Context: an optimization exercise on an open-source flow, tuned for small area, a short achievable clock period and few clock cycles per item. The choices shown serve that exercise and are no tape-out recipe.
In this exercise RTL edits were held to simulation tests only and were not proved equivalent to the original.

==> flow/design.v, too long to show whole: its modules and the start of the top module <==
// module cvdsp_noise: 2508 lines
module cvdsp_noise (
    input  wire        clk,
    input  wire        rst,           
    input  wire        start,
    input  wire [1:0]  op,
    input  wire        clk_flag,      
    input  wire        hold_flag,     
    input  wire [2:0]  scale_sel,     
    input  wire [31:0] now,           
    input  wire [7:0]  pot_a,         
    input  wire [7:0]  pot_b,         
    input  wire [7:0]  pot3,          
    input  wire [15:0] raw_a,         
    input  wire [15:0] raw_b,         
    input  wire [31:0] arg,           
    input  wire [31:0] cfg_tmin,      
    input  wire [31:0] cfg_tmax,      
    input  wire [15:0] cfg_ext_thresh,  
    input  wire [31:0] cfg_pulse_us,  
    output wire        done,
    output wire  [13:0] quant_mv,      
    output wire         pulse,         
    output wire  [1:0]  fired,         
    output wire  [31:0] seed,          
    output wire  [13:0] cur_a,         
    output wire  [13:0] cur_b,         
    output wire  [31:0] last_a,        
    output wire  [31:0] last_b,        
    output wire  [2:0]  scale,         
    output wire         armed,         
    output wire  [31:0] pulse_until    
);
  // ...
==> flow/flow/run.sh <==
#!/bin/bash
# The standard layout, with plain buffers (sky130_fd_sc_hd__buf_2) on the
# ports instead of buffer_ports's default choice, and timing repair asked for
# 8 ns of setup slack at the design's clock period.
# The make output goes to layout.log here; ORFS's per-step logs stay under orfs/logs.
set -euo pipefail
export BUFFER_PORTS_ARGS="-buffer_cell sky130_fd_sc_hd__buf_2"
export SETUP_SLACK_MARGIN=8
bash standard.sh > layout.log 2>&1
==> flow/standard.sh <==
#!/bin/bash
# synth_recipe.tcl (not shown) runs the flow's synth.tcl, then flattens the netlist and writes it again
# the make line also repeats each setting of config.mk as NAME=value (left out here)
make -C /OpenROAD-flow-scripts/flow DESIGN_CONFIG=/design/flow/config.mk WORK_HOME=/design/flow/orfs CLKGATE_MAP_FILE= SYNTH_SCRIPT=/design/flow/synth_recipe.tcl "${@:-finish}"
==> flow/config.mk <==
export PLATFORM = sky130hd
export DESIGN_NAME = cvdsp_noise
export DESIGN_NICKNAME = cvdsp_noise
export VERILOG_FILES = /design/flow/design.v
export SDC_FILE = /design/flow/constraint.sdc
export NUM_CORES = 4
export LEC_CHECK = 0
export ABC_AREA = 1
export CAP_MARGIN = 20
export CORE_MARGIN = 2
export CORE_UTILIZATION = 40
export PLACE_DENSITY = 0.6
export SLEW_MARGIN = 20
==> flow/constraint.sdc <==
create_clock -name core_clock -period 22.0 [get_ports {clk}]
set_input_delay 4.4000 -clock core_clock [delete_from_list [all_inputs] [get_ports {clk}]]
set_output_delay 4.4000 -clock core_clock [all_outputs]
set_load 0.01 [all_outputs]
==> results.txt, run 1 <==
- Gpl congestion: roughly 1.1
- Critical path peak fanout: 31
- Count of multi-input gates: around 9400
- Non-clock inverter total of the final layout: about 1900
- Setup crit end: st_sn[0]
- Data buffer area share: under 10%
- Die Ht: roughly 460 um
- Vias in the first global route: 88400
- ClkCell Share: 1.10%
- Status: complete, no violations
- WP data required: around 23 ns
- GR met1 Demand/Resource: about 47%
- Crit-path most repeated cell: nand2_1
- Rel. slew slack: between 10% and 20%
- Fin crit share: between 60% and 70%
- Final-layout clock buffer total: 35
- H-tree levels: 1
- Syn Nets: 14100
- Layout fillers: approximately 22000
- Share of flip-flops with an asynchronous set or reset: 0%
- IO Port Bufs: ~420
- Endpoints failing hold: 0
- Flop2flop setup slack: around 9.4 ns
- GRT Util Overall: around 36%
- Post-CTS Resized: 85
- Reg2Reg Depth: approximately 60
Testbench counts, summed over its fixed seeds: cycles 12,000, commands 12,000.
==> inputs of run 2 (changes only) <==
--- a/flow/design.v
+++ b/flow/design.v
@@ -2206,39 +2206,40 @@
             pg = pick_g({s, os[3:0]});
             if (s == 3'd0)
                 quantize = v;
             else
                 quantize = oct_mv(os[7:4] + {3'd0, pg[10]}) + {4'd0, pg[9:0]};
         end
     endfunction
     reg [31:0] st_sbase;     
-    reg [1:0]  st_sn;
     reg [31:0] st_last_a, st_last_b;    
     reg [2:0]  st_scale;
     reg [13:0] st_cur_a, st_cur_b;
     reg        st_armed;
     reg [31:0] st_until;
     reg        p1_valid;
     reg        p1_tick;
     reg        p1_q;
     reg        p1_fa, p1_fb;
+    reg        p1_draw;
     reg [31:0] p1_now;
     reg [31:0] p1_x;         
     reg        p1_pus_pos;   
     reg [13:0] p1_v1, p1_v2;
     reg [2:0]  p1_scl;       
     wire [31:0] x1 = xorshift(st_sbase);
     wire [31:0] x2 = xorshift(x1);
     wire [31:0] x3 = xorshift(x2);
     wire [31:0] x4 = xorshift(x3);
-    wire [31:0] seed_r = (st_sn == 2'd0) ? st_sbase : (st_sn == 2'd1) ? x1 : x2;
-    wire [31:0] s1 = (st_sn == 2'd0) ? x1 : (st_sn == 2'd1) ? x2 : x3;
-    wire [11:0] r1 = s1[11:0];
-    wire [11:0] r2 = (st_sn == 2'd0) ? x2[11:0] : (st_sn == 2'd1) ? x3[11:0] : x4[11:0];
+    wire        n2 = p1_fa && p1_fb;
+    wire        n1 = !n2 && (p1_fa || p1_fb || p1_draw);
+    wire [31:0] seed_r = n2 ? x2 : n1 ? x1 : st_sbase;
+    wire [11:0] r1 = n2 ? x3[11:0] : n1 ? x2[11:0] : x1[11:0];
+    wire [11:0] r2 = n2 ? x4[11:0] : n1 ? x3[11:0] : x2[11:0];
     wire [31:0] last_ra = p1_fa ? p1_now : st_last_a;
     wire [31:0] last_rb = p1_fb ? p1_now : st_last_b;
     wire [26:0] cb_a = {cube_booth_hi(pot_a), cube_booth_lo(pot_a)};
     wire [26:0] cb_b = {cube_booth_hi(pot_b), cube_booth_lo(pot_b)};
     wire [32:0] m_span = {1'b0, cfg_tmin} - {1'b0, cfg_tmax};
     wire [31:0] el_a = now - last_ra;
     wire [31:0] el_b = now - last_rb;
     wire [12:0] w  = win_lut(pot3);
@@ -2472,34 +2473,34 @@
         p1_pus_pos <= !cfg_pulse_us[31] && (cfg_pulse_us != 32'd0);
         p1_v1      <= in_q ? arg_c : t1[37:24];
         p1_v2      <= t2[37:24];
         p1_scl     <= scale_sel;
         p1_q       <= in_q;
         if (rst) begin
             p1_valid  <= 1'b0;
             p1_tick   <= 1'b0;
+            p1_draw   <= 1'b0;
             p1_fa     <= 1'b0;
             p1_fb     <= 1'b0;
             st_sbase  <= 32'd1;
-            st_sn     <= 2'd0;
             st_last_a <= 32'd0;
             st_last_b <= 32'd0;
             st_scale  <= 3'd0;
             st_cur_a  <= 14'd5000;
             st_cur_b  <= 14'd5000;
             st_armed  <= 1'b0;
             st_until  <= 32'd0;
         end else begin
             p1_valid  <= start;
             p1_tick   <= in_tick;
+            p1_draw   <= start && (op == OP_DRAW);
             p1_fa     <= fire_a;
             p1_fb     <= fire_b;
             st_sbase  <= (start && op == OP_SEED) ? arg : seed_r;
-            st_sn     <= (start && op == OP_DRAW) ? 2'd1 : {1'b0, fire_a} + {1'b0, fire_b};
             if (start && in_tick && hold_flag)
                 st_scale <= ({3'd0, pot3} * 11'd6) >> 8;
             st_last_a <= last_ra;
             st_last_b <= last_rb;
             st_cur_a  <= cur_a;
             st_cur_b  <= cur_b;
             st_armed  <= armed;
             st_until  <= pulse_until;
==> run 2 against run 1 <==
  * Critical endpoint is now p1_fb
  * Cell count down 1.1%
  * Wire length down 6.0%
  * Still clean
  * Core utilization about the same
  * Synthesized cell count down 1.9%
  * Largest cell class unchanged
  * Global-route usage down 2.0 points
  * Sequential cell count down 1
  * Synthesized area down 1.0%
  * Via count down 3.1%
==> results.txt, run 2 <==
- Max-cap violations: 0 (unchanged)
- Dpl hpwl: 282 mm (was 297 mm)
- Endpoints failing hold: 0 (unchanged)
- Vias in the first global route: 85800 (was 88400)
- Final setup vio count: 0 (unchanged)
- H-tree levels: 2 (was 1)
- GRT Util Overall: 33.6% (was 35.6%)
- Worst Hold Launch: st_last_b[0] (was st_last_a[0])
- Status: complete, no violations (unchanged)
- CTS Buffer Depth: 3 (unchanged)
- Reg2Reg Depth: 58 (was 61)
- First-pass GRT wire length: 543 mm (was 572 mm)
- Wirelength, routed: 365 mm (was 388 mm)
- Share of flip-flops with an asynchronous set or reset: 0% (unchanged)
- Number of flops mapped to enable cells by yosys: 0 (unchanged)
- Die area: 208000 um2 (was 210000 um2)
- Layout fillers: 21400 (was 21500)
- CP top delay family: adder cells (unchanged)
- Synth Register Bits: 262 (was 263)
- Io pins: 420 (unchanged)
- Worst-path clk slew: 0.07 ns (about the same)
- Rel. slew slack: 22.7% (was 18.3%)
- Post-placement cell area: 86600 um2 (was 87400 um2)
- Fin crit share: 62.8% (was 62.9%)
- Crit end category: flip-flop (unchanged)
- Post-Synthesis Cells: 12000 (was 12200)
- Clock skew: 0.0396 ns (was 0.0334 ns)
- Die Ht: 456 um (was 459 um)
- Slowest-stage cell, CP: o41ai_1 (was o311ai_0)
- Final Non-Filler Cells: 14800 (was 15000)
- Worst path bufs/invs: 5 (was 9)
- HP Class: reg -> reg (unchanged)
- Most frequent cells in the layout: nand2_1, inv_1, nor2_1, ha_1, xor2_1 (was nand2_1, inv_1, nor2_1, ha_1, o21ai_0)
- Top cell type's share of synthesized area: 17.8% (was 17.6%)
- Slew Viols, Final: 0 (unchanged)
- Tmin final: 13.82 ns (was 13.83 ns)
- Finished Cell Area: 89300 um2 (was 89700 um2)
- Cell Rows: 166 (unchanged)
- WHS: 0.477 ns (was 0.480 ns)
- Top-count cell post-synth: nand2_1 (unchanged)
- Mean Syn Cell Area: 6.82 um2 (was 6.76 um2)
- Critical path peak fanout: 28 (was 31)
- Pre-CTS setup slack: 5.68 ns (was 6.01 ns)
- WP data required: 22.51 ns (was 22.50 ns)
- Yosys warns: 1 (unchanged)
- Flop2flop setup slack: 8.95 ns (was 9.38 ns)
- Placed cell count: 14700 (was 14900)
- Root Driver: clkbuf_16 (unchanged)
- Fmax: 72.3 MHz (about the same)
- TritonRoute pass-1 iters: 6 (was 7)
- Clk latency of the worst-skew pair: 0.59 ns (was 0.66 ns)
- Setup_tns: 0 ns (unchanged)
- Hold-critical path depth: 2 (unchanged)
- CORE AREA: 204000 um2 (was 205000 um2)
- Critical path arrival: 14.34 ns (was 14.33 ns)
- Seq/Total Area, Yosys: 6.41% (was 6.37%)
- Layout area overhead: 9.06% (was 8.46%)
- Hold Path Sink: st_last_b[0] (was st_last_a[0])
- Ys flop type: dfxtp_1 (unchanged)
- Antenna Nets Post-Route: 0 (unchanged)
- Largest area contributor in the netlist: fa_1 (unchanged)
- Synth top cells by count: nand2_1, inv_1, nor2_1 (unchanged)
- CP peak stage delay: 0.77 ns (was 0.63 ns)
- Gpl congestion: 1.04 (was 1.06)
- Crit-path most repeated cell: fa_1 (was nand2_1)
- Initial Util: 40.1% (was 40.3%)
- CP startpoint kind: input pin (unchanged)
- Final worst slack: 8.18 ns (was 8.17 ns)
- Post-synthesis cell type count: 83 (was 77)
- Total number of vias: 87700 (was 90500)
- RSZ-0062 raised after global routing: yes (was no)
- DR WL/cell: 24.6 um (was 25.9 um)
- Final net count: 14000 (was 14100)
- Total CTS buffers: 34 (was 29)
- Most common cell after layout, fill and taps aside: nand2_1 (unchanged)
- End of the worst register-to-register path: p1_v2[13] (unchanged)
- IO Port Bufs: 419 (unchanged)
- Cell Area, Synth: 81900 um2 (was 82700 um2)
- Antenna violations before repair: 20 (was 24)
- WS Path Type: in -> reg (unchanged)
- CTS Sinks: 262 (was 263)
- Syn Nets: 13800 (was 14100)
- CTS tree: done (unchanged)
- Drt drc: 0 (unchanged)
- Global route total overflow: 0 (unchanged)
- Share of post-route cells with drive strength above 1: 9.14% (was 8.38%)
- Worst r2r src: st_sbase[8] (was st_sbase[14])
- DRT iter0 DRCs: 9512 (was 10800)
- Worst Tran Pin Value: 1.15 ns (was 1.21 ns)
- Largest net degree at the start of global routing: 97 (was 88)
- Main area contributors after synthesis: fa_1, ha_1, nand2_1 (unchanged)
- DR vias/cell: 5.91 (was 6.03)
- Hold Buf Count CTS: 0 (unchanged)
- Die width: 456 um (was 459 um)
==> run 2: cell types whose count changed after synthesis, moves of 19 or more <==
cell	change
a31oi_1	-19
nand2_1	-258
nor2_1	+100
xnor2_1	-32
a221oi_1	+25
o221ai_1	-29
nand3_1	-53
o21ai_1	+33
o21ai_0	-34
xor2_1	+19
==> run 2: worst register-to-register path: cells and delay by family (launching register included) <==
kind / cells / cell delay (ns)
buffers and inverters: 7 / 1.10
and+or+nand+nor: 23 / 3.13
DFF: 1 / 0.51
adders and majority gates: 8 / 3.40
xor gates and xnor gates: 9 / 2.78
AOI/OAI and AO/OA: 11 / 2.00
==> run 2: through the flow <==
stage	utilization (%)
6_report	43.8
3_5_place_dp	42.5
3_3_place_gp	42.5
5_1_grt	43.8
4_1_cts	43.3
2_1_floorplan	-
==> run 2: final cells by class <==
type / instances / area, um2 / share of cell area [%]
clock buffers: 44 / 970 / 1.09
inverters: 1899 / 7220 / 8.09
diodes: 13 / 32.5 / 0.0364
flip-flops and latches: 262 / 5270 / 5.90
clock inverters: 17 / 133 / 0.149
multi-input cells: 9215 / 67900 / 76.0
repair inverters: 1 / 5.00 / 0.00560
well taps: 2688 / 3360 / 3.77
repair buffers: 706 / 4410 / 4.93
==> run 2: repair_timing <==
item,4_1_cts,5_1_grt
buffers inserted,27,60
resized for setup,82,168
endpoints found under the setup margin,70,71
pin swaps,3,24
gates cloned,2,2
==> run 2: kinds of logic (layout without fill, tap and decap cells) <==
family / Yosys count / in the layout / share of synthesized area (%)
flip-flops: 262 / 262 / 6.41
adder cells (fa/ha/maj): 1596 / 1596 / 31.1
AO/OA/AOI/OAI: 2839 / 2839 / 20.9
XOR/XNOR: 982 / 982 / 10.9
buffers and inverters: 2531 / 2667 / 11.7
other: 0 / 13 / 0
AND/OR/NAND/NOR: 3791 / 3793 / 18.9
multiplexers: 5 / 5 / 0.0611
==> run 2: how the worst max path moves through the flow <==
stage | from | to | slack, ns | depth (start not counted)
floorplan | pot3[1] | p1_v2[13] | 8.47 | 51
global placement | pot3[2] | p1_v1[13] | 5.84 | 45
detailed placement | pot3[2] | p1_v1[13] | 5.68 | 45
CTS | p1_v1[8] | armed | 7.94 | 51
global route | pot3[1] | p1_v2[13] | 7.88 | 55
finish | pot_b[1] | p1_fb | 8.18 | 29
==> run 2: layer usage <==
layer,up-vias,wire length [um],GRT usage (%)
li1,40000,-,-
met1,42100,155000,45.6
met2,4767,157000,51.4
met3,882,34200,6.39
met4,4,18700,15.3
met5,-,18,0
Testbench counts of run 2, summed over its fixed seeds: cycles 12,000, commands 12,000.
==> inputs of run 3 (changes only) <==
==> flow/flow/run.sh (replaced) <==
#!/bin/bash
# The standard layout, with plain buffers (sky130_fd_sc_hd__buf_2) on the
# ports instead of buffer_ports's default choice, and timing repair asked for
# 9 ns of setup slack at the design's clock period.
# The make output goes to layout.log here; ORFS's per-step logs stay under orfs/logs.
set -euo pipefail
export BUFFER_PORTS_ARGS="-buffer_cell sky130_fd_sc_hd__buf_2"
export SETUP_SLACK_MARGIN=9
bash standard.sh > layout.log 2>&1
--- a/flow/config.mk
+++ b/flow/config.mk
@@ -6,5 +6,5 @@
 export NUM_CORES = 4
 export LEC_CHECK = 0
-export ABC_AREA = 1
+export ABC_AREA = 0
 export CAP_MARGIN = 20
 export CORE_MARGIN = 2
==> run 3 against run 2 <==
  * Still clean on timing, DRC and antenna
  * Cell count decreased by 4.7%
  * First-iteration DRC count increased by 15%
  * Via count grew 3.0%
  * Die area is 3.0% higher
  * Global-route usage rose by 0.72 points
  * Core utilization up 3.6 points
==> results.txt, run 3 <==
- Status: complete, no violations (unchanged)
- Slowest-stage cell, CP: fa_1 (was o41ai_1)
- Synth top cells by count: inv_1, a21oi_1, ha_1 (was nand2_1, inv_1, nor2_1)
- Initial Util: 40.3% (was 40.1%)
- Die area: 215000 um2 (was 208000 um2)
- Fmax: 71.8 MHz (was 72.3 MHz)
- Root Driver: clkbuf_16 (unchanged)
- Worst path depth: 54 (was 29)
- Reg2Reg Depth: 52 (was 58)
- Final worst slack: 8.07 ns (was 8.18 ns)
- Synth Register Bits: 262 (unchanged)
- Final Non-Filler Cells: 14200 (was 14800)
- WS Path Type: in -> reg (unchanged)
- Top-count cell post-synth: inv_1 (was nand2_1)
- CP top delay family: compound AO/OA/AOI/OAI gates (was adder cells)
- Seq/Total Area, Yosys: 6.22% (was 6.41%)
- H-tree levels: 1 (was 2)
- Setup_tns: 0 ns (unchanged)
- Antenna Nets Post-Route: 0 (unchanged)
- Antenna violations before repair: 13 (was 20)
- Ys flop type: dfxtp_1 (unchanged)
- Total CTS buffers: 30 (was 34)
- Global route total overflow: 0 (unchanged)
- DRT iter0 DRCs: 11000 (was 9512)
- Die width: 463 um (was 456 um)
- Hold Buf Count CTS: 0 (unchanged)
- Layout area overhead: 17.7% (was 9.06%)
- Fin crit share: 63.3% (was 62.8%)
- Crit end category: flip-flop (unchanged)
- CTS Buffer Depth: 3 (unchanged)
- Worst-path clk slew: 0.06 ns (was 0.07 ns)
- Max-cap violations: 0 (unchanged)
- Worst Tran Pin Value: 1.28 ns (was 1.15 ns)
- Main area contributors after synthesis: fa_1, ha_1, dfxtp_1 (was fa_1, ha_1, nand2_1)
- IO Port Bufs: 419 (unchanged)
- Mean Syn Cell Area: 7.58 um2 (was 6.82 um2)
- Final setup vio count: 0 (unchanged)
- Rel. slew slack: 13.9% (was 22.7%)
- Slew Viols, Final: 0 (unchanged)
- HP Class: reg -> reg (unchanged)
- Number of flops mapped to enable cells by yosys: 0 (unchanged)
- Pre-CTS setup slack: 5.93 ns (was 5.68 ns)
- Final net count: 13200 (was 14000)
- Post-placement cell area: 89400 um2 (was 86600 um2)
- Layout fillers: 20500 (was 21400)
- Post-Synthesis Cells: 11100 (was 12000)
- Clk latency of the worst-skew pair: 0.68 ns (was 0.59 ns)
- Cell Area, Synth: 84400 um2 (was 81900 um2)
- CP startpoint kind: input pin (unchanged)
- TritonRoute pass-1 iters: 8 (was 6)
- Placed cell count: 13700 (was 14700)
- Wirelength, routed: 390 mm (was 365 mm)
- Syn Nets: 13000 (was 13800)
- Cell Rows: 168 (was 166)
- Hold-critical path depth: 2 (unchanged)
- Tmin final: 13.93 ns (was 13.82 ns)
- Post-synthesis cell type count: 112 (was 83)
- Share of flip-flops with an asynchronous set or reset: 0% (unchanged)
- Drt drc: 0 (unchanged)
- Worst path bufs/invs: 10 (was 5)
- Gpl congestion: 0.970 (was 1.04)
- DR WL/cell: 27.6 um (was 24.6 um)
- DR vias/cell: 6.38 (was 5.91)
- Finished Cell Area: 99400 um2 (was 89300 um2)
- Die Ht: 463 um (was 456 um)
- Io pins: 420 (unchanged)
- Share of post-route cells with drive strength above 1: 17.7% (was 9.14%)
- Endpoints failing hold: 0 (unchanged)
- GRT Util Overall: 34.3% (was 33.6%)
- Clock skew: 0.0303 ns (was 0.0396 ns)
- CORE AREA: 210000 um2 (was 204000 um2)
- First-pass GRT wire length: 570 mm (was 543 mm)
- Final Util: 47.4% (was 43.8%)
- Total number of vias: 90300 (was 87700)
- Top cell type's share of synthesized area: 17.2% (was 17.8%)
- CTS Sinks: 262 (unchanged)
- WP data required: 22.58 ns (was 22.51 ns)
- Yosys warns: 1 (unchanged)
- CP peak stage delay: 0.58 ns (was 0.77 ns)
- Largest net degree at the start of global routing: 89 (was 97)
- CTS tree: done (unchanged)
- Dpl hpwl: 274 mm (was 282 mm)
- Most common cell after layout, fill and taps aside: inv_1 (was nand2_1)
- Most frequent cells in the layout: inv_1, nand2_1, nor2_1, ha_1, a21oi_1 (was nand2_1, inv_1, nor2_1, ha_1, xor2_1)
- Critical path arrival: 14.51 ns (was 14.34 ns)
- RSZ-0062 raised after global routing: yes (unchanged)
- Largest area contributor in the netlist: fa_1 (unchanged)
- Vias in the first global route: 88100 (was 85800)
- Critical path peak fanout: 7 (was 28)
==> run 3: cell types whose count changed in the layout (fill, tap and decap cells not counted), sizes merged, moves of 134 or more <==
cell	before	now
nand2b	0	134
nand3	455	150
nand2	1954	844
xor2	825	493
a22oi	26	244
nor2	1110	858
o22ai	648	389
inv	1850	1051
buf	702	1001
a21oi	699	876
xnor2	157	548
==> run 3: final timing paths <==
| path | slack [ns] | startpoint | to |
|---|---|---|---|
| min | 0.52 | st_cur_b[0] | st_cur_b[0] |
| max reg2reg | 8.25 | st_sbase[14] | p1_v2[8] |
| max | 8.07 | pot3[0] | p1_v2[8] |
| min reg2reg | 0.52 | st_cur_b[0] | st_cur_b[0] |
==> run 3: timing repair <==
action / in CTS / in global routing
endpoints found under the setup margin: 91 / 71
gates cloned: 38 / 8
hold endpoints to repair: 0 / 0
pin swaps: 171 / 248
resized for setup: 623 / 469
buffers inserted: 228 / 132
==> run 3: layout make-up <==
class                           instances  area (um2)  area share (%)
Timing Repair Buffer                 1028        8790            8.85
Inverter                             1074        4210            4.24
Sequential cell                       262        5260            5.30
Clock buffer                           36         833           0.839
Tap cell                             2805        3510            3.53
Multi-Input combinational cell       8917       76500            77.0
Antenna cell                           12        30.0          0.0302
Timing Repair inverter                  1        5.00         0.00504
Clock inverter                         17         159           0.160
==> run 3: through the flow <==
step,hold slack (ns)
final,0.524
after global routing,0.539
after CTS,0.523
after detailed placement,0.514
after global placement,0.507
after floorplan,0.481
==> run 3: logic make-up (layout without fill, tap and decap cells) <==
family	count (synthesis)	after routing	synth area share (%)
flops	262	262	6.22
mux	205	209	3.08
xor+xnor	1042	1046	11.2
simple gates	2621	2621	14.1
buf+inv	1956	2156	8.94
compound gates	3442	3445	26.3
fa+ha+maj	1596	1596	30.1
other cells	0	12	0
==> run 3: worst min-delay path: stages, from the launching register on <==
cell and delay [ns]:
dfxtp_1 0.30, nor2_1 0.11, a211oi_1 0.06
==> run 3: metal layers <==
layer	vias to the layer above	share of wire, %	global-route usage (%)
met5	-	0.022	0.178
li1	39400	-	-
met1	43700	36	41.0
met2	5762	45	55.4
met4	8	7.8	22.1
met3	1423	10	7.65
==> inputs of run 4 (changes only) <==
--- a/flow/config.mk
+++ b/flow/config.mk
@@ -6,5 +6,5 @@
 export NUM_CORES = 4
 export LEC_CHECK = 0
-export ABC_AREA = 0
+export ABC_AREA = 1
 export CAP_MARGIN = 20
 export CORE_MARGIN = 2
==> run 4 against run 3 <==
  * Still clean
  * Final area fell by 5.8%
  * Non-clock buffer count fell by 146
  * Cell count rose by 6.2%
  * Worst hold slack got worse by 0.053 ns
  * Via count fell by 0.69%
  * Setup slack improved by 0.97 ns
  * Die area fell by 2.9%
  * Sequential share of layout area rose by 0.34 points
  * Critical path type unchanged
  * Largest cell class unchanged
==> results.txt, run 4 <==
- Dpl hpwl: 274 mm (about the same)
- Most frequent cells in the layout: nand2_1, inv_1, nor2_1, ha_1, xor2_1 (was inv_1, nand2_1, nor2_1, ha_1, a21oi_1)
- Number of flops mapped to enable cells by yosys: 0 (unchanged)
- Crit-path most repeated cell: nand2_1
- Mean Syn Cell Area: 6.82 um2 (was 7.58 um2)
- Crit end category: flip-flop (unchanged)
- HP Class: reg -> reg (unchanged)
- GRT Util Overall: 33.2% (was 34.3%)
- Crit path from: pot3[1] (was pot3[0])
- Clk latency of the worst-skew pair: 0.60 ns (was 0.68 ns)
- H-tree levels: 2 (was 1)
- IO Port Bufs: 419 (unchanged)
- First-pass GRT wire length: 541 mm (was 570 mm)
- RSZ-0062 raised after global routing: yes (unchanged)
- Endpoints failing hold: 0 (unchanged)
- WP data required: 22.50 ns (was 22.58 ns)
- CORE AREA: 204000 um2 (was 210000 um2)
- WS Path Type: in -> reg (unchanged)
- Gpl congestion: 1.06 (was 0.970)
- Post-synthesis cell type count: 83 (was 112)
- Total CTS buffers: 36 (was 30)
- Synth Register Bits: 262 (unchanged)
- Critical path peak fanout: 6 (was 7)
- Wirelength, routed: 365 mm (was 390 mm)
- Most common cell after layout, fill and taps aside: nand2_1 (was inv_1)
- CP peak stage delay: 0.56 ns (was 0.58 ns)
- Die width: 456 um (was 463 um)
- Layout fillers: 21000 (was 20500)
- Synth top cells by count: nand2_1, inv_1, nor2_1 (was inv_1, a21oi_1, ha_1)
- Slowest-stage cell, CP: fa_1 (unchanged)
- Ys flop type: dfxtp_1 (unchanged)
- Worst Hold Launch: st_last_b[0] (was st_cur_b[0])
- Vias in the first global route: 87500 (was 88100)
- Cell Area, Synth: 81900 um2 (was 84400 um2)
- DR vias/cell: 5.97 (was 6.38)
- Share of post-route cells with drive strength above 1: 13.6% (was 17.7%)
- Global route total overflow: 0 (unchanged)
- Die area: 208000 um2 (was 215000 um2)
- Total number of vias: 89700 (was 90300)
- Critical path arrival: 13.45 ns (was 14.51 ns)
- DRT iter0 DRCs: 10500 (was 11000)
- Syn Nets: 13800 (was 13000)
- Layout area overhead: 14.4% (was 17.7%)
- Final Util: 45.9% (was 47.4%)
- Final net count: 14100 (was 13200)
- Fin crit share: 58.9% (was 63.3%)
- Antenna Nets Post-Route: 0 (unchanged)
- Worst-path clk slew: 0.06 ns (about the same)
- Top cell type's share of synthesized area: 17.8% (was 17.2%)
- Post-Synthesis Cells: 12000 (was 11100)
- Drt drc: 0 (unchanged)
- Flop2flop setup slack: 9.35 ns (was 8.25 ns)
- Top-count cell post-synth: nand2_1 (was inv_1)
- TritonRoute pass-1 iters: 9 (was 8)
- Largest net degree at the start of global routing: 95 (was 89)
- CP startpoint kind: input pin (unchanged)
- Fmax: 77.2 MHz (was 71.8 MHz)
- Clock skew: 0.0359 ns (was 0.0303 ns)
- CP top delay family: adder cells (was compound AO/OA/AOI/OAI gates)
- Io pins: 420 (unchanged)
- CTS Buffer Depth: 3 (unchanged)
- Root Driver: clkbuf_16 (unchanged)
- Die Ht: 456 um (was 463 um)
- Rel. slew slack: 14.6% (was 13.9%)
- Cell Rows: 166 (was 168)
- Seq/Total Area, Yosys: 6.41% (was 6.22%)
- Worst path bufs/invs: 10 (unchanged)
- DR WL/cell: 24.3 um (was 27.6 um)
- Initial Util: 40.1% (was 40.3%)
- Antenna violations before repair: 20 (was 13)
- CTS Sinks: 262 (unchanged)
- Worst r2r src: st_sbase[8] (was st_sbase[14])
- Slew Viols, Final: 0 (unchanged)
- Setup_tns: 0 ns (unchanged)
- Largest area contributor in the netlist: fa_1 (unchanged)
- Tmin final: 12.95 ns (was 13.93 ns)
- Main area contributors after synthesis: fa_1, ha_1, nand2_1 (was fa_1, ha_1, dfxtp_1)
- Yosys warns: 1 (unchanged)
- Status: complete, no violations (unchanged)
- Max-cap violations: 0 (unchanged)
- Share of flip-flops with an asynchronous set or reset: 0% (unchanged)
- Worst Tran Pin Value: 1.27 ns (was 1.28 ns)
- CTS tree: done (unchanged)
- Hold Buf Count CTS: 0 (unchanged)
- Final setup vio count: 0 (unchanged)
-- run 4: changes by cell type after synthesis, moves of 175 or more --
cell,delta
o22ai_1,+242
xor2_1,+316
clkbuf_1,-224
a22oi_1,-225
xnor2_1,-382
a21oi_1,-175
nor2_1,+255
inv_1,+788
nand3_1,+303
nand2_1,+1088
-- run 4: path summary, 6_finish.rpt --
kind	end	depth (start not counted)
min	st_last_b[0]	2
min reg2reg	st_last_b[0]	2
max	p1_v2[13]	53
max reg2reg	p1_v2[13]	57
-- run 4: worst reg2reg max path: cells and delay by family, from the launching register on --
family | cells | cell delay [ns]
buffers and inverters | 6 | 0.97
XOR/XNOR | 9 | 2.74
adder cells (fa/ha/maj) | 8 | 3.23
AND/OR/NAND/NOR | 23 | 3.14
AO/OA/AOI/OAI | 11 | 1.97
flip-flops | 1 | 0.51
-- run 4: timing repair --
item,4_1_cts,5_1_grt
gates cloned,7,13
resized for setup,347,508
setup buffers,122,123
endpoints found under the setup margin,92,71
pin swaps,59,201
hold endpoints to repair,0,0
-- run 4: cells by family (layout without fill, tap and decap cells) --
kind of cell	count (synthesis)	in the layout	synth area share, %
and+or+nand+nor	3791	3791	18.9
AOI/OAI and AO/OA	2839	2839	20.9
buffers and inverters	2531	2850	11.7
adders and majority gates	1596	1596	31.1
xor gates and xnor gates	982	982	10.9
DFF	262	262	6.41
muxes	5	5	0.0611
other	0	10	0
-- run 4: cell type report --
cell class	instances	area (um2)	share of cell area [%]
repair buffers	882	6410	6.84
repair inverters	3	15.0	0.0160
clock inverters	17	189	0.202
clock buffers	49	1020	1.09
flip-flops and latches	262	5280	5.63
multi-input cells	9213	70000	74.8
inverters	1899	7340	7.84
diodes	10	25.0	0.0267
well taps	2688	3360	3.59
-- run 4: per-stage QoR --
step | setup slack (ns) | hold slack [ns] | area (um2) | instances
after global placement | 6.26 | 0.462 | 86700 | 14700
after CTS | 8.99 | 0.478 | 90400 | 14900
after global routing | 8.74 | 0.501 | 93600 | 15000
after detailed placement | 6.00 | 0.470 | 86700 | 14700
after floorplan | 9.02 | 0.448 | 82000 | 12000
final | 9.05 | 0.471 | 93600 | 15000
-- run 4: metal layers --
layer | share of wire, % | GRT usage [%] | up-vias
li1 | - | - | 40300
met1 | 41 | 44.0 | 42900
met2 | 43 | 51.2 | 5360
met3 | 9.9 | 6.16 | 1158
met4 | 6.2 | 17.4 | 6
met5 | 0.0096 | 0 | -
==> inputs of run 5 (changes only) <==
--- a/flow/config.mk
+++ b/flow/config.mk
@@ -9,5 +9,5 @@
 export CAP_MARGIN = 20
 export CORE_MARGIN = 2
-export CORE_UTILIZATION = 40
-export PLACE_DENSITY = 0.6
+export CORE_UTILIZATION = 55
+export PLACE_DENSITY = 0.7
 export SLEW_MARGIN = 20
==> run 5 against run 4 <==
  * Still clean
  * Core utilization rose by 16 points
  * Critical path depth up 2
  * Cell count fell by 5.4%
  * Clock skew shrank 0.0071 ns
  * Sequential share of layout area is 0.13 points higher
  * Critical path type unchanged
  * Largest cell class unchanged
==> results.txt, run 5 <==
- Status: complete, no violations (unchanged)
- Largest area contributor in the netlist: fa_1 (unchanged)
- Io pins: 420 (unchanged)
- Yosys warns: 1 (unchanged)
- CTS Sinks: 262 (unchanged)
- Post-placement cell area: 85700 um2 (was 86700 um2)
- WP data required: 22.50 ns (about the same)
- Layout fillers: 13400 (was 21000)
- DR vias/cell: 6.54 (was 5.97)
- Worst path bufs/invs: 8 (was 10)
- Top-count cell post-synth: nand2_1 (unchanged)
- DR WL/cell: 25.4 um (was 24.3 um)
- Met2 wire len: 149 mm (was 158 mm)
- Post-synthesis cell type count: 83 (unchanged)
- Initial Util: 55.4% (was 40.1%)
- Synth Register Bits: 262 (unchanged)
- Number of flops mapped to enable cells by yosys: 0 (unchanged)
- Total CTS buffers: 30 (was 36)
- Share of post-route cells with drive strength above 1: 12.6% (was 13.6%)
- Critical path peak fanout: 7 (was 6)
- Rel. slew slack: 19.1% (was 14.6%)
- Tmin final: 13.15 ns (was 12.95 ns)
- CP startpoint kind: input pin (unchanged)
- TritonRoute pass-1 iters: 9 (unchanged)
- Slew Viols, Final: 0 (unchanged)
- Layout area overhead: 11.8% (was 14.4%)
- Global route total overflow: 0 (unchanged)
- Finished Cell Area: 91500 um2 (was 93600 um2)
- HP Class: reg -> reg (unchanged)
- GRT Util Overall: 45.0% (was 33.2%)
- Largest net degree at the start of global routing: 101 (was 95)
- CORE AREA: 148000 um2 (was 204000 um2)
- Total number of vias: 92900 (was 89700)
- H-tree levels: 1 (was 2)
- Top layer in use: met5 (unchanged)
- Setup_tns: 0 ns (unchanged)
- Main area contributors after synthesis: fa_1, ha_1, nand2_1 (unchanged)
- DRT iter0 DRCs: 12800 (was 10500)
- Gpl congestion: 1.09 (was 1.06)
- Final worst slack: 8.85 ns (was 9.05 ns)
- Critical path arrival: 13.65 ns (was 13.45 ns)
- Slowest-stage cell, CP: fa_1 (unchanged)
- Cell Area, Synth: 81900 um2 (unchanged)
- Crit-path most repeated cell: nand2_1 (unchanged)
- Share of flip-flops with an asynchronous set or reset: 0% (unchanged)
- Worst-path clk slew: 0.08 ns (was 0.06 ns)
- Antenna violations before repair: 33 (was 20)
- Wirelength, routed: 361 mm (was 365 mm)
- Final net count: 14100 (about the same)
- Die area: 152000 um2 (was 208000 um2)
- RSZ-0062 raised after global routing: yes (unchanged)
- CTS Buffer Depth: 3 (unchanged)
- Drt drc: 0 (unchanged)
- CP top delay family: adder cells (unchanged)
- Cell Rows: 141 (was 166)
- Syn Nets: 13800 (unchanged)
- First-pass GRT wire length: 533 mm (was 541 mm)
- Vias in the first global route: 88800 (was 87500)
- Clock skew: 0.0289 ns (was 0.0359 ns)
- Worst Tran Pin Value: 1.21 ns (was 1.27 ns)
- Fmax: 76.0 MHz (was 77.2 MHz)
- Post-Synthesis Cells: 12000 (unchanged)
- WS Path Type: in -> reg (unchanged)
- Hold Buf Count CTS: 0 (unchanged)
- Most common cell after layout, fill and taps aside: nand2_1 (unchanged)
- Mean Syn Cell Area: 6.82 um2 (unchanged)
- Top cell type's share of synthesized area: 17.8% (unchanged)
- Die Ht: 390 um (was 456 um)
- Pre-CTS setup slack: 6.37 ns (was 6.00 ns)
- IO Port Bufs: 419 (unchanged)
- Dpl hpwl: 268 mm (was 274 mm)
- Met3 wire len: 53.3 mm (was 36.1 mm)
- Ys flop type: dfxtp_1 (unchanged)
- Die width: 390 um (was 456 um)
- Seq/Total Area, Yosys: 6.41% (unchanged)
- Endpoints failing hold: 0 (unchanged)
- CP peak stage delay: 0.52 ns (was 0.56 ns)
- Clk latency of the worst-skew pair: 0.60 ns (about the same)
- CTS tree: done (unchanged)
- Root Driver: clkbuf_16 (unchanged)
- Most frequent cells in the layout: nand2_1, inv_1, nor2_1, ha_1, xor2_1 (unchanged)
- Final setup vio count: 0 (unchanged)
- Crit end category: flip-flop (unchanged)
- Synth top cells by count: nand2_1, inv_1, nor2_1 (unchanged)
- Antenna Nets Post-Route: 0 (unchanged)
- Max-cap violations: 0 (unchanged)
- WL met1: 134 mm (was 149 mm)
- Fin crit share: 59.8% (was 58.9%)
==> run 5: changes by cell type in the layout (fill, tap and decap cells not counted), sizes merged <==
cell	delta
diode	+12
bufbuf	-1
clkinvlp	-4
inv	+4
bufinv	+2
buf	-57
clkbuf	-10
clkinv	-5
nand2	+6
==> run 5: worst min-delay path, cell delays in order (launching register included) <==
cell	delay, ns
dfxtp_1	0.30
nand2_1	0.07
a21oi_1	0.06
==> run 5: area by class of cell <==
cell class / instances / area (um2) / share of cell area (%)
multi-input cells: 9219 / 69700 / 76.1
inverters: 1899 / 7320 / 8.00
repair buffers: 822 / 5750 / 6.28
repair inverters: 2 / 10.0 / 0.0109
clock buffers: 41 / 842 / 0.920
flip-flops and latches: 262 / 5280 / 5.76
diodes: 22 / 55.1 / 0.0601
well taps: 1930 / 2410 / 2.64
clock inverters: 15 / 183 / 0.200
==> run 5: cell families (layout without fill, tap and decap cells) <==
kind of cell / Yosys count / count (layout) / share of synthesized area (%)
AOI/OAI and AO/OA: 2839 / 2839 / 20.9
buffers and inverters: 2531 / 2779 / 11.7
muxes: 5 / 5 / 0.0611
and+or+nand+nor: 3791 / 3797 / 18.9
xor gates and xnor gates: 982 / 982 / 10.9
DFF: 262 / 262 / 6.41
adders and majority gates: 1596 / 1596 / 31.1
other: 0 / 22 / 0
==> run 5: through the flow <==
stage          util [%]  hold slack [ns]  instances
6_report           61.9            0.480      14200
5_1_grt            61.9            0.519      14200
4_1_cts            60.0            0.482      14100
3_5_place_dp       57.9            0.470      13900
3_3_place_gp       57.9            0.461      13900
2_1_floorplan         -            0.448      12000
==> run 5: path summary, 6_finish.rpt <==
| path | end | from | cells after the start | slack, ns |
|---|---|---|---|---|
| max | p1_v2[13] | pot3[1] | 55 | 8.85 |
| min | st_last_b[0] | st_last_b[0] | 2 | 0.48 |
| max reg2reg | p1_v2[13] | st_sbase[7] | 61 | 9.13 |
| min reg2reg | st_last_b[0] | st_last_b[0] | 2 | 0.48 |
==> run 5: per-layer routing <==
layer  vias to the layer above  global-route usage (%)
met4                        28                    23.7
met3                      1762                    14.2
li1                      40200                       -
met1                     43500                    58.6
met5                         -                       0
met2                      7384                    66.3
==> run 5: repair_timing <==
| action | in CTS | in global routing |
|---|---|---|
| setup buffers | 109 | 94 |
| resized for setup | 290 | 454 |
| setup endpoints to repair | 91 | 72 |
| gates cloned | 8 | 9 |
| pin swaps | 44 | 150 |

[separate check: timing with driven ports]
The flow's constraints put no driver on any port. The routed layouts listed below were extracted and timed again, unchanged, in two steps.
Step 1: set_driving_cell puts a clkbuf_16 on clk and a buf_2 on each other input, an assumption about the parent block.
Step 2 also shifts input and output timing later by t, the mid clock arrival at the registers, as if the neighbouring blocks saw the same clock.
Slacks: ideal / step 1 / step 2; pairs: ideal / step 1.
run | t, ns | slack for setup (ns) | hold WS [ns] | worst register clock-pin slew, ns | worst data-port slew with drivers (ns)
run 1 | 0.716 | 8.167 / 8.218 / 7.502 | 0.480 / 0.480 / 0.480 | 0.08 / 0.08 | 0.44
run 2 | 0.642 | 8.177 / 8.229 / 7.587 | 0.477 / 0.477 / 0.477 | 0.08 / 0.08 | 0.19
run 3 | 0.728 | 8.074 / 7.955 / 7.227 | 0.524 / 0.524 / 0.524 | 0.08 / 0.08 | 0.23
run 4 | 0.651 | 9.045 / 9.051 / 8.400 | 0.471 / 0.471 / 0.471 | 0.07 / 0.07 | 0.19
run 5 | 0.649 | 8.850 / 8.849 / 8.200 | 0.480 / 0.480 / 0.480 | 0.08 / 0.08 | 0.28
After both steps every run listed still meets setup and hold. The setup slack of run 3, which loses most, moves by -0.119 ns with the drivers and by -0.847 ns with both steps.
